Source: an optimization exercise on an open RTL-to-GDS flow (aim: small area, a short achievable clock period and few clock cycles). Production flows keep margins and buffers that such runs may drop.
Only simulation tests tie the RTL to the original design; equivalence was not proved.
No activity file was given, so power comes from the tool's default toggle rates.

## scc_chinj
module scc_chinj (
    input  wire        clk,
    input  wire        rst,
    input  wire        start,
    input  wire        seed_load,
    input  wire [31:0] seed_in,
    input  wire [31:0] txlen,
    input  wire [31:0] window,
    output wire        ready,
    output wire        done,
    output wire [31:0] seed_out,
    output wire [31:0] nflip,
    input  wire        in_valid,
    output wire        in_ready,
    input  wire [31:0] in_data,
    output wire        out_valid,
    input  wire        out_ready,
    output wire [31:0] out_data
);
    localparam [1:0] S_IDLE  = 2'd0,
                     S_SETUP = 2'd1,
                     S_RUN   = 2'd2,
                     S_DONE  = 2'd3;
    function [31:0] lstep(input [31:0] l);
        lstep = {l[30:0], l[31] ^ l[21] ^ l[1] ^ l[0]};
    endfunction
    function [31:0] lstep4(input [31:0] l);
        lstep4 = lstep(lstep(lstep(lstep(l))));
    endfunction
    function [31:0] lstep8(input [31:0] l);
        lstep8 = lstep4(lstep4(l));
    endfunction
    function [12:0] sub12(input [11:0] a, input [11:0] b);
        reg [11:0] g, p, G, P;
        integer i, lv, k;
        begin
            g = ~a & b;
            p = ~(a ^ b);
            G = g; P = p;
            for (lv = 1; lv < 12; lv = lv * 2)
                for (i = 11; i >= 0; i = i - 1)
                    if ((i / lv) % 2 == 1) begin
                        k = (i / lv) * lv - 1;
                        G[i] = G[i] | (P[i] & G[k]);
                        P[i] = P[i] & P[k];
                    end
            sub12 = {G[11], a ^ b ^ {G[10:0], 1'b0}};
        end
    endfunction
    function [33:0] add33(input [32:0] a, input [32:0] b, input ci);
        reg [32:0] g, p, G, P;
        integer i, lv, k;
        begin
            g = a & b;
            p = a ^ b;
            G = g; P = p;
            G[0] = g[0] | (p[0] & ci);
            for (lv = 1; lv < 33; lv = lv * 2)
                for (i = 32; i >= 0; i = i - 1)
                    if ((i / lv) % 2 == 1) begin
                        k = (i / lv) * lv - 1;
                        G[i] = G[i] | (P[i] & G[k]);
                        P[i] = P[i] & P[k];
                    end
            add33 = {G[32], p ^ {G[31:0], ci}};
        end
    endfunction
    function [31:0] inc32(input [31:0] x);
        reg [31:0] A;
        integer i, lv, k;
        begin
  ...
Size in the first run: roughly 3000 cells after synthesis.
export LEC_CHECK = 0
export CAP_MARGIN = 20
export CORE_MARGIN = 2
export CORE_UTILIZATION = 60
export PLACE_DENSITY = 0.7
export SETUP_SLACK_MARGIN = 4
export SLEW_MARGIN = 20
create_clock -name core_clock -period 10.0 [get_ports {clk}]
run.sh (not shown) runs the stock make flow with config.mk's settings and CLKGATE_MAP_FILE= SYNTH_SCRIPT=/design/flow/synth_recipe.tcl, a recipe that flattens the netlist after the stock synthesis.
The starting point completed without violations.
Testbench counts at the start, summed over its fixed seeds: cycles 20,115.
Rerun with:
--- a/flow/design.v
+++ b/flow/design.v
@@ -168,26 +168,25 @@
     end
     wire [9:0]  l10   = wl[9:0];
     wire [9:0]  c0_in = p0 ? 10'd0 : r0;
     wire [9:0]  c0_m  = r4step(c0_in, b0[3:2], l10, l3);
     wire [9:0]  c0    = r4step(c0_m,  b0[1:0], l10, l3);
     wire [9:0]  c1_in = p0 ? r0 : r1;
     wire [9:0]  c1_m  = r4step(c1_in, b1[3:2], l10, l3);
     wire [9:0]  c1    = r4step(c1_m,  b1[1:0], l10, l3);
     wire [32:0] sub_a = sl ? {fp, sbit} : {1'b0, rl};
     wire [33:0] sub_r = add33(sub_a, ~{1'b0, wl}, 1'b1);
     wire        sub_b = !sub_r[33];                  
     wire [31:0] s_rem = sub_b ? sub_a[31:0] : sub_r[31:0];
-    wire        lastx    = (state == S_RUN) && ov && lastq && out_ready;
-    wire        acc      = (state == S_IDLE || state == S_DONE || lastx) && start;
+    wire        acc      = (state == S_IDLE || state == S_DONE) && start;
     wire        setup    = (state == S_SETUP);
     wire        running  = (state == S_RUN);
     wire        load     = in_valid && !bfull && (setup || running);
     wire        emit     = ov && out_ready && running;
     wire        cand     = running && (bfull || load);    
     wire        ofree    = !ov || out_ready;
     wire        fhit     = fpend && (fp[31:5] == 27'd0);
     wire        fapply   = fhit && cand;
     wire        wpend    = act || a0 || a1 || resv || sl;
     wire        wdone    = !wpend || (gp[31:5] != 27'd0);
     wire [31:0] fmask    = 32'h8000_0000 >> fp[4:0];
     wire        lastword = (wcnt == 27'd0) || (wcnt == 27'd1 && !part);
@@ -206,41 +205,41 @@
     wire        repl     = act && fv && rlt && running && pidle && !resv && !sl;
     wire        sfin     = sl && (scnt == 6'd32);
     wire        sbitc    = sl && !sfin;
     wire        sgo      = act && fv && !narrow && !rlt && running && pidle && !resv &&
                            !sl && !fpend && (gp[31:5] == 27'd0);
     wire        hand     = xfer || sfin;                
     wire        dstart   = go0 || sgo;                  
     wire [31:0] fs_a     = sl ? fp : gp;
     wire [9:0]  fs_b     = sl ? {5'd0, gp[4:0]} : res;
     wire [32:0] f_sum    = add33({1'b0, fs_a}, {23'd0, fs_b}, 1'b0);
     wire [32:0] g_sum    = add33({1'b0, gp}, {1'b0, wl}, 1'b0);
     wire [11:0] l3_new   = add33({23'd0, wl[9:0]}, {22'd0, wl[9:0], 1'b0}, 1'b0);
-    assign ready     = (state == S_IDLE) || (state == S_DONE) || lastx;
-    assign done      = (state == S_DONE) || lastx;
+    assign ready     = (state == S_IDLE) || (state == S_DONE);
+    assign done      = (state == S_DONE);
     assign seed_out  = lf;
     assign nflip     = nflip_r;
     assign in_ready  = !bfull;
     assign out_valid = ov;
     assign out_data  = out_r;
     always @(posedge clk) begin
         if (rst)
             state <= S_IDLE;
         else if (acc)
             state <= S_SETUP;
         else if (setup)
             state <= (rl == 32'd0) ? S_DONE : S_RUN;
         else if (running) begin
-            if (lastx)
-                state <= S_IDLE;
+            if (emit && lastq)
+                state <= S_DONE;
         end else
             state <= S_IDLE;
     end
     always @(posedge clk) begin
         l3     <= l3_new;
         narrow <= (wl[31:10] == 22'd0);
         rle    <= sub_b || (rl == wl);
         rlt    <= sub_b;
         fv     <= !(acc || dstart || repl || sl);
     end
     always @(posedge clk) begin
         if (rst || acc)
Final cell count went up by 0.79%.
Flip-flop and latch count is unchanged.
Utilization went up by 0.72 points.
Design area went up by 0.79%.
Worst setup slack loses 170 ps.
Area after synthesis went down by 0.66%.
Die area went down by 0.65%.
Routed wire length went down by 2.6%.
Count of clock-buffer cells in the layout went up by 5.
Non-clock buffer count went up by 19.
Critical path depth went up by 2.
First-iteration DRC count went up by 15%.
Testbench counts after the change, summed over its fixed seeds: cycles 20,307.

== alpha ==
The RTL this note starts from:
==> flow/design.v <==
module scc_chinj (
    input  wire        clk,
    input  wire        rst,
    input  wire        start,
    input  wire        seed_load,
    input  wire [31:0] seed_in,
    input  wire [31:0] txlen,
    input  wire [31:0] window,
    output wire        ready,
    output wire        done,
    output wire [31:0] seed_out,
    output wire [31:0] nflip,
    input  wire        in_valid,
    output wire        in_ready,
    input  wire [31:0] in_data,
    output wire        out_valid,
    input  wire        out_ready,
    output wire [31:0] out_data
);
    localparam [1:0] S_IDLE  = 2'd0,
                     S_SETUP = 2'd1,
                     S_RUN   = 2'd2,
                     S_DONE  = 2'd3;
    function [31:0] lstep(input [31:0] l);
        lstep = {l[30:0], l[31] ^ l[21] ^ l[1] ^ l[0]};
    endfunction
    function [31:0] lstep4(input [31:0] l);
        lstep4 = lstep(lstep(lstep(lstep(l))));
    endfunction
    function [31:0] lstep16(input [31:0] l);
        lstep16 = lstep4(lstep4(lstep4(lstep4(l))));
    endfunction
    function [12:0] sub12(input [11:0] a, input [11:0] b);
        reg [11:0] g, p, G, P;
        integer i, lv, k;
        begin
            g = ~a & b;
            p = ~(a ^ b);
            G = g; P = p;
            for (lv = 1; lv < 12; lv = lv * 2)
                for (i = 11; i >= 0; i = i - 1)
                    if ((i / lv) % 2 == 1) begin
                        k = (i / lv) * lv - 1;
                        G[i] = G[i] | (P[i] & G[k]);
                        P[i] = P[i] & P[k];
                    end
            sub12 = {G[11], a ^ b ^ {G[10:0], 1'b0}};
        end
    endfunction
    function [33:0] add33(input [32:0] a, input [32:0] b, input ci);
        reg [32:0] g, p, G, P;
        integer i, lv, k;
        begin
            g = a & b;
            p = a ^ b;
            G = g; P = p;
            G[0] = g[0] | (p[0] & ci);
            for (lv = 1; lv < 33; lv = lv * 2)
                for (i = 32; i >= 0; i = i - 1)
                    if ((i / lv) % 2 == 1) begin
                        k = (i / lv) * lv - 1;
                        G[i] = G[i] | (P[i] & G[k]);
                        P[i] = P[i] & P[k];
                    end
            add33 = {G[32], p ^ {G[31:0], ci}};
        end
    endfunction
    function [31:0] inc32(input [31:0] x);
        reg [31:0] A;
        integer i, lv, k;
        begin
            A = x;
            for (lv = 1; lv < 32; lv = lv * 2)
                for (i = 31; i >= 0; i = i - 1)
                    if ((i / lv) % 2 == 1) begin
                        k = (i / lv) * lv - 1;
                        A[i] = A[i] & A[k];
                    end
            inc32 = x ^ {A[30:0], 1'b1};
        end
    endfunction
    function [26:0] dec27(input [26:0] x);
        reg [26:0] A;
        integer i, lv, k;
        begin
            A = ~x;
            for (lv = 1; lv < 27; lv = lv * 2)
                for (i = 26; i >= 0; i = i - 1)
                    if ((i / lv) % 2 == 1) begin
                        k = (i / lv) * lv - 1;
                        A[i] = A[i] & A[k];
                    end
            dec27 = x ^ {A[25:0], 1'b1};
        end
    endfunction
    function [9:0] r4step(input [9:0] r, input [1:0] d, input [9:0] l, input [11:0] l3);
        reg [11:0] t;
        reg [12:0] d1, d2, d3;
        begin
            t  = {r, d};
            d1 = sub12(t, {2'b00, l});
            d2 = sub12(t, {1'b0, l, 1'b0});
            d3 = sub12(t, l3);
            r4step = !d3[12] ? d3[9:0] : !d2[12] ? d2[9:0] : !d1[12] ? d1[9:0] : t[9:0];
        end
    endfunction
    reg  [1:0]  state;
    reg  [31:0] lf;          
    reg  [31:0] nflip_r;
    reg  [31:0] wl;          
    reg  [31:0] rl;          
    reg  [31:0] gp;          
    reg  [31:0] fp;          
    reg  [31:0] buf_r;       
    reg  [31:0] out_r;       
    reg         lastq;       
    reg  [26:0] wcnt;        
    reg         part;        
    reg  [11:0] l3;          
    reg         narrow;      
    reg         rle;         
    reg         rlt;         
    reg         fv;          
    reg         act;         
    reg         a0, a1, a2, a3;    
    reg         ph;          
    reg  [9:0]  r0, r1, r2, r3;    
    reg  [7:0]  k1, k2, k3;        
    reg  [7:0]  h2, h3, g3;        
    reg  [9:0]  res;         
    reg         resv;
    reg         sl;          
    reg  [5:0]  scnt;        
    reg         fpend;       
    reg         bfull;
    reg         ov;
    wire [31:0] lf16 = lstep16(lf);
    reg  [31:0] lf_d;
    reg         ph_d;
    reg         a0_d;
    reg  [5:0]  scnt_d;
    reg  [3:0]  b0;
    reg         sbit;
    wire [31:0] lf16_d = lstep16(lf_d);
    always @(posedge clk) begin
        b0   <= ph_d ? lf_d[11:8] : lf16_d[15:12];
        sbit <= lf16_d[~scnt_d[3:0]];
    end
    wire [9:0]  l10   = wl[9:0];
    wire [9:0]  c0_in = r0;
    wire [9:0]  c0_m  = r4step(c0_in, b0[3:2], l10, l3);
    wire [9:0]  c0    = r4step(c0_m,  b0[1:0], l10, l3);
    wire [9:0]  c1_in = r1;
    wire [9:0]  c1_m  = r4step(c1_in, k1[7:6], l10, l3);
    wire [9:0]  c1    = r4step(c1_m,  k1[5:4], l10, l3);
    wire [9:0]  c2_in = r2;
    wire [9:0]  c2_m  = r4step(c2_in, k2[7:6], l10, l3);
    wire [9:0]  c2    = r4step(c2_m,  k2[5:4], l10, l3);
    wire [9:0]  c3_in = r3;
    wire [9:0]  c3_m  = r4step(c3_in, k3[7:6], l10, l3);
    wire [9:0]  c3    = r4step(c3_m,  k3[5:4], l10, l3);
    wire [32:0] sub_a = sl ? {fp, sbit} : {1'b0, rl};
    wire [33:0] sub_r = add33(sub_a, ~{1'b0, wl}, 1'b1);
    wire        sub_b = !sub_r[33];                  
    wire [31:0] s_rem = sub_b ? sub_a[31:0] : sub_r[31:0];
    wire        lastx    = (state == S_RUN) && ov && lastq && out_ready;
    wire        acc      = (state == S_IDLE || state == S_DONE || lastx) && start;
    wire        setup    = (state == S_SETUP);
    wire        running  = (state == S_RUN);
    wire        load     = in_valid && !bfull && (setup || running);
    wire        emit     = ov && out_ready && running;
    wire        cand     = running && (bfull || load);    
    wire        ofree    = !ov || out_ready;
    wire        fhit     = fpend && (fp[31:5] == 27'd0);
    wire        fapply   = fhit && cand;
    wire        wpend    = act || a0 || a1 || a2 || a3 || resv || sl;
    wire        wdone    = !wpend || (gp[31:5] != 27'd0);
    wire [31:0] fmask    = 32'h8000_0000 >> fp[4:0];
    wire        lastword = (wcnt == 27'd0) || (wcnt == 27'd1 && !part);
    wire [31:0] gp_dec   = {dec27(gp[31:5]), gp[4:0]};
    wire [31:0] fp_dec   = {dec27(fp[31:5]), fp[4:0]};
    wire        ffree    = !fpend || fapply;
    wire        xfer     = resv && ffree && running;
    wire        move     = cand && wdone && ofree && !xfer;
    wire [31:0] cword    = (bfull ? buf_r : in_data) ^ (fapply ? fmask : 32'd0);
    wire        pend     = ph;
    wire        stall    = a3 && pend && resv && !xfer;
    wire        pidle    = !a0 && !a1 && !a2 && !a3;
    wire        adv      = !pidle && !stall && running;
    wire        bound    = adv && pend;                 
    wire        can0     = act && fv && narrow && !rlt && running;
    wire        go0      = can0 && (pidle || (pend && !stall));
    wire        repl     = act && fv && rlt && running && pidle && !resv && !sl;
    wire        sfin     = sl && (scnt == 6'd32);
    wire        sbitc    = sl && !sfin;
    wire        sgo      = act && fv && !narrow && !rlt && running && pidle && !resv &&
                           !sl && !fpend && (gp[31:5] == 27'd0);
    wire        hand     = xfer || sfin;                
    wire        dstart   = go0 || sgo;                  
    wire [31:0] fs_a     = sl ? fp : gp;
    wire [9:0]  fs_b     = sl ? {5'd0, gp[4:0]} : res;
    wire [32:0] f_sum    = add33({1'b0, fs_a}, {23'd0, fs_b}, 1'b0);
    wire [32:0] g_sum    = add33({1'b0, gp}, {1'b0, wl}, 1'b0);
    wire [11:0] l3_new   = add33({23'd0, wl[9:0]}, {22'd0, wl[9:0], 1'b0}, 1'b0);
    assign ready     = (state == S_IDLE) || (state == S_DONE) || lastx;
    assign done      = (state == S_DONE) || lastx;
    assign seed_out  = lf;
    assign nflip     = nflip_r;
    assign in_ready  = !bfull;
    assign out_valid = ov;
    assign out_data  = out_r;
    always @(posedge clk) begin
        if (rst)
            state <= S_IDLE;
        else if (acc)
            state <= S_SETUP;
        else if (setup)
            state <= (rl == 32'd0) ? S_DONE : S_RUN;
        else if (running) begin
            if (lastx)
                state <= S_IDLE;
        end else
            state <= S_IDLE;
    end
    always @(posedge clk) begin
        l3     <= l3_new;
        narrow <= (wl[31:10] == 22'd0);
        rle    <= sub_b || (rl == wl);
        rlt    <= sub_b;
        fv     <= !(acc || dstart || repl || sl);
    end
    always @(posedge clk) begin
        if (rst || acc)
            act <= 1'b0;
        else if (setup)
            act <= (wl != 32'd0) && (rl != 32'd0);
        else if (dstart && rle)
            act <= 1'b0;
    end
    always @* begin
        if (rst || acc) begin
            a0_d = 1'b0;
            ph_d = 1'b0;
        end else if (go0) begin
            a0_d = 1'b1;
            ph_d = 1'b0;
        end else begin
            a0_d = bound ? 1'b0 : a0;
            ph_d = adv ? !ph : ph;
        end
    end
    always @(posedge clk) begin
        a0 <= a0_d;
        ph <= ph_d;
        if (rst || acc) begin
            a1 <= 1'b0;
            a2 <= 1'b0;
            a3 <= 1'b0;
        end else if (bound) begin
            a1 <= a0;
            a2 <= a1;
            a3 <= a2;
        end
    end
    always @(posedge clk) begin
        if (bound) begin
            k1 <= lf_d[23:16];
            h2 <= lf_d[15:8];
            k2 <= h2;
            h3 <= lf_d[7:0];
            g3 <= h3;
            k3 <= g3;
        end else if (adv) begin
            k1 <= {k1[3:0], 4'd0};
            k2 <= {k2[3:0], 4'd0};
            k3 <= {k3[3:0], 4'd0};
        end
    end
    always @(posedge clk) begin
        if (rst || acc)
            resv <= 1'b0;
        else if (bound && a3)
            resv <= 1'b1;
        else if (xfer)
            resv <= 1'b0;
    end
    always @(posedge clk) begin
        if (rst || acc)
            sl <= 1'b0;
        else if (sgo)
            sl <= 1'b1;
        else if (sfin)
            sl <= 1'b0;
    end
    always @* begin
        if (sgo)
            scnt_d = 6'd0;
        else if (sbitc)
            scnt_d = scnt + 6'd1;
        else
            scnt_d = scnt;
    end
    always @(posedge clk) scnt <= scnt_d;
    always @(posedge clk) begin
        if (rst || acc)
            fpend <= 1'b0;
        else if (hand)
            fpend <= 1'b1;
        else if (fapply)
            fpend <= 1'b0;
    end
    always @(posedge clk) begin
        if (rst || acc)
            bfull <= 1'b0;
        else if (move)
            bfull <= 1'b0;
        else if (load)
            bfull <= 1'b1;
    end
    always @(posedge clk) begin
        if (rst || acc)
            ov <= 1'b0;
        else if (move)
            ov <= 1'b1;
        else if (emit)
            ov <= 1'b0;
    end
    always @(posedge clk) begin
        if (acc)
            part <= (txlen[4:0] != 5'd0);
        else if (move && wcnt == 27'd0)
            part <= 1'b0;
    end
    always @* begin
        if (rst)
            lf_d = 32'd1;
        else if (acc && seed_load)
            lf_d = seed_in;
        else if ((adv && a0) || (sbitc && scnt[3:0] == 4'd15))
            lf_d = lf16;
        else
            lf_d = lf;
    end
    always @(posedge clk) lf <= lf_d;
    always @(posedge clk) begin
        if (bound || go0)
            r0 <= 10'd0;
        else if (adv && a0)
            r0 <= c0;
    end
    always @(posedge clk) if (bound ? a0 : (adv && a1)) r1 <= bound ? c0 : c1;
    always @(posedge clk) if (bound ? a1 : (adv && a2)) r2 <= bound ? c1 : c2;
    always @(posedge clk) if (bound ? a2 : (adv && a3)) r3 <= bound ? c2 : c3;
    always @(posedge clk) if (bound && a3) res <= c3;
    always @(posedge clk) begin
        if (acc)
            wl <= window;
        else if (repl)
            wl <= rl;
    end
    always @(posedge clk) begin
        if (acc)
            rl <= txlen;
        else if (dstart)
            rl <= sub_r[31:0];
    end
    always @(posedge clk) begin
        if (acc)
            wcnt <= txlen[31:5];
        else if (move && wcnt != 27'd0)
            wcnt <= dec27(wcnt);
    end
    always @(posedge clk) begin
        if (rst)
            nflip_r <= 32'd0;
        else if (acc || hand)
            nflip_r <= acc ? 32'd0 : inc32(nflip_r);
    end
    always @(posedge clk) begin
        if (acc || hand || move)
            gp <= acc ? 32'd0 : hand ? g_sum[31:0] : gp_dec;
    end
    always @(posedge clk) begin
        if (hand || move || sgo || sbitc)
            fp <= hand ? f_sum[31:0] : move ? fp_dec : (sgo ? 32'd0 : s_rem);
    end
    always @(posedge clk) begin
        if (cand || load)
            buf_r <= cword;
    end
    always @(posedge clk) begin
        if (move)
            out_r <= cword;
    end
    always @(posedge clk) begin
        if (rst || acc)
            lastq <= 1'b0;
        else if (move)
            lastq <= lastword;
    end
endmodule
clock: 10.0 ns
lec_check: 0
cap_margin: 20
core_margin: 2
core_utilization: 60
place_density: 0.7
setup_slack_margin: 3.5
slew_margin: 20
Testbench counts of alpha, summed over its fixed seeds: cycles 13,330.
#### Input delta (beta over alpha)
diff --git a/flow/design.v b/flow/design.v
--- a/flow/design.v
+++ b/flow/design.v
@@ -179,11 +179,11 @@
     wire        lastword = (wcnt == 27'd0) || (wcnt == 27'd1 && !part);
     wire [31:0] gp_dec   = {dec27(gp[31:5]), gp[4:0]};
     wire [31:0] fp_dec   = {dec27(fp[31:5]), fp[4:0]};
     wire        ffree    = !fpend || fapply;
     wire        xfer     = resv && ffree && running;
-    wire        move     = cand && wdone && ofree && !xfer;
+    wire        move     = cand && wdone && ofree;
     wire [31:0] cword    = (bfull ? buf_r : in_data) ^ (fapply ? fmask : 32'd0);
     wire        pend     = ph;
     wire        stall    = a3 && pend && resv && !xfer;
     wire        pidle    = !a0 && !a1 && !a2 && !a3;
     wire        adv      = !pidle && !stall && running;
@@ -199,10 +199,12 @@
     wire        dstart   = go0 || sgo;                  
     wire [31:0] fs_a     = sl ? fp : gp;
     wire [9:0]  fs_b     = sl ? {5'd0, gp[4:0]} : res;
     wire [32:0] f_sum    = add33({1'b0, fs_a}, {23'd0, fs_b}, 1'b0);
     wire [32:0] g_sum    = add33({1'b0, gp}, {1'b0, wl}, 1'b0);
+    wire [31:0] g_sum_d  = {dec27(g_sum[31:5]), g_sum[4:0]};
+    wire [31:0] f_sum_d  = {dec27(f_sum[31:5]), f_sum[4:0]};
     wire [11:0] l3_new   = add33({23'd0, wl[9:0]}, {22'd0, wl[9:0], 1'b0}, 1'b0);
     assign ready     = (state == S_IDLE) || (state == S_DONE) || lastx;
     assign done      = (state == S_DONE) || lastx;
     assign seed_out  = lf;
     assign nflip     = nflip_r;
@@ -376,15 +378,15 @@
         else if (acc || hand)
             nflip_r <= acc ? 32'd0 : inc32(nflip_r);
     end
     always @(posedge clk) begin
         if (acc || hand || move)
-            gp <= acc ? 32'd0 : hand ? g_sum[31:0] : gp_dec;
+            gp <= acc ? 32'd0 : hand ? (move ? g_sum_d : g_sum[31:0]) : gp_dec;
     end
     always @(posedge clk) begin
         if (hand || move || sgo || sbitc)
-            fp <= hand ? f_sum[31:0] : move ? fp_dec : (sgo ? 32'd0 : s_rem);
+            fp <= hand ? (move ? f_sum_d : f_sum[31:0]) : move ? fp_dec : (sgo ? 32'd0 : s_rem);
     end
     always @(posedge clk) begin
         if (cand || load)
             buf_r <= cword;
     end
### Flow results
- Relative to alpha, combinational share of power has gone down in beta.
- beta vs alpha — post-placement cell area climbed by a few percent
- The run showing the greater final instance count without filler cells is beta.
- Compared with alpha, beta ends up with more cell area.
- Going from alpha to beta, total vias in the final route grew by a few percent.
- Between alpha and beta, clock distribution area overhead in the final layout decreased.
- alpha consumes more power than beta.
- Number of rows in the core area in beta is 2.2% above alpha.
- For the routed wire length, beta came in about 5% higher than alpha did.
- Compared to alpha, beta has path depth of the worst reg2reg path 5 lower.
- Setup slack up 0.12 ns in beta wrt alpha
Testbench counts of beta, summed over its fixed seeds: cycles 12,861.

## what the ideal ports hide
No port has a modelled driver above. Below, the same layouts with a new extraction and two added sets of constraints.
Step 1: set_driving_cell puts a clkbuf_16 on clk and a buf_2 on each other input, an assumption about the parent block.
Step 2 also shifts input and output timing later by t, the mid clock arrival at the registers, as if the neighbouring blocks saw the same clock.
Slacks: no drivers / after step 1 / after step 2; pairs: no drivers / after step 1.
| run | t, ns | setup slack, ns | worst hold slack (ns) | pins driven straight from the clock port |
|---|---|---|---|---|
| the first run of note 1 | 0.633 | 4.251 / 4.251 / 3.693 | 0.489 / 0.489 / 0.489 | 1 |
| the second run of note 1 | 0.629 | 4.076 / 4.076 / 3.683 | 0.485 / 0.485 / 0.485 | 1 |
| alpha | 0.680 | 3.557 / 3.557 / 3.028 | 0.421 / 0.421 / 0.421 | 1 |
| beta | 0.684 | 3.677 / 3.677 / 3.138 | 0.418 / 0.418 / 0.418 | 1 |
After both steps every run listed still meets setup and hold. For the first run of note 1, which loses most, drivers alone change the setup slack by 0.000 ns; drivers and shift together by -0.558 ns.
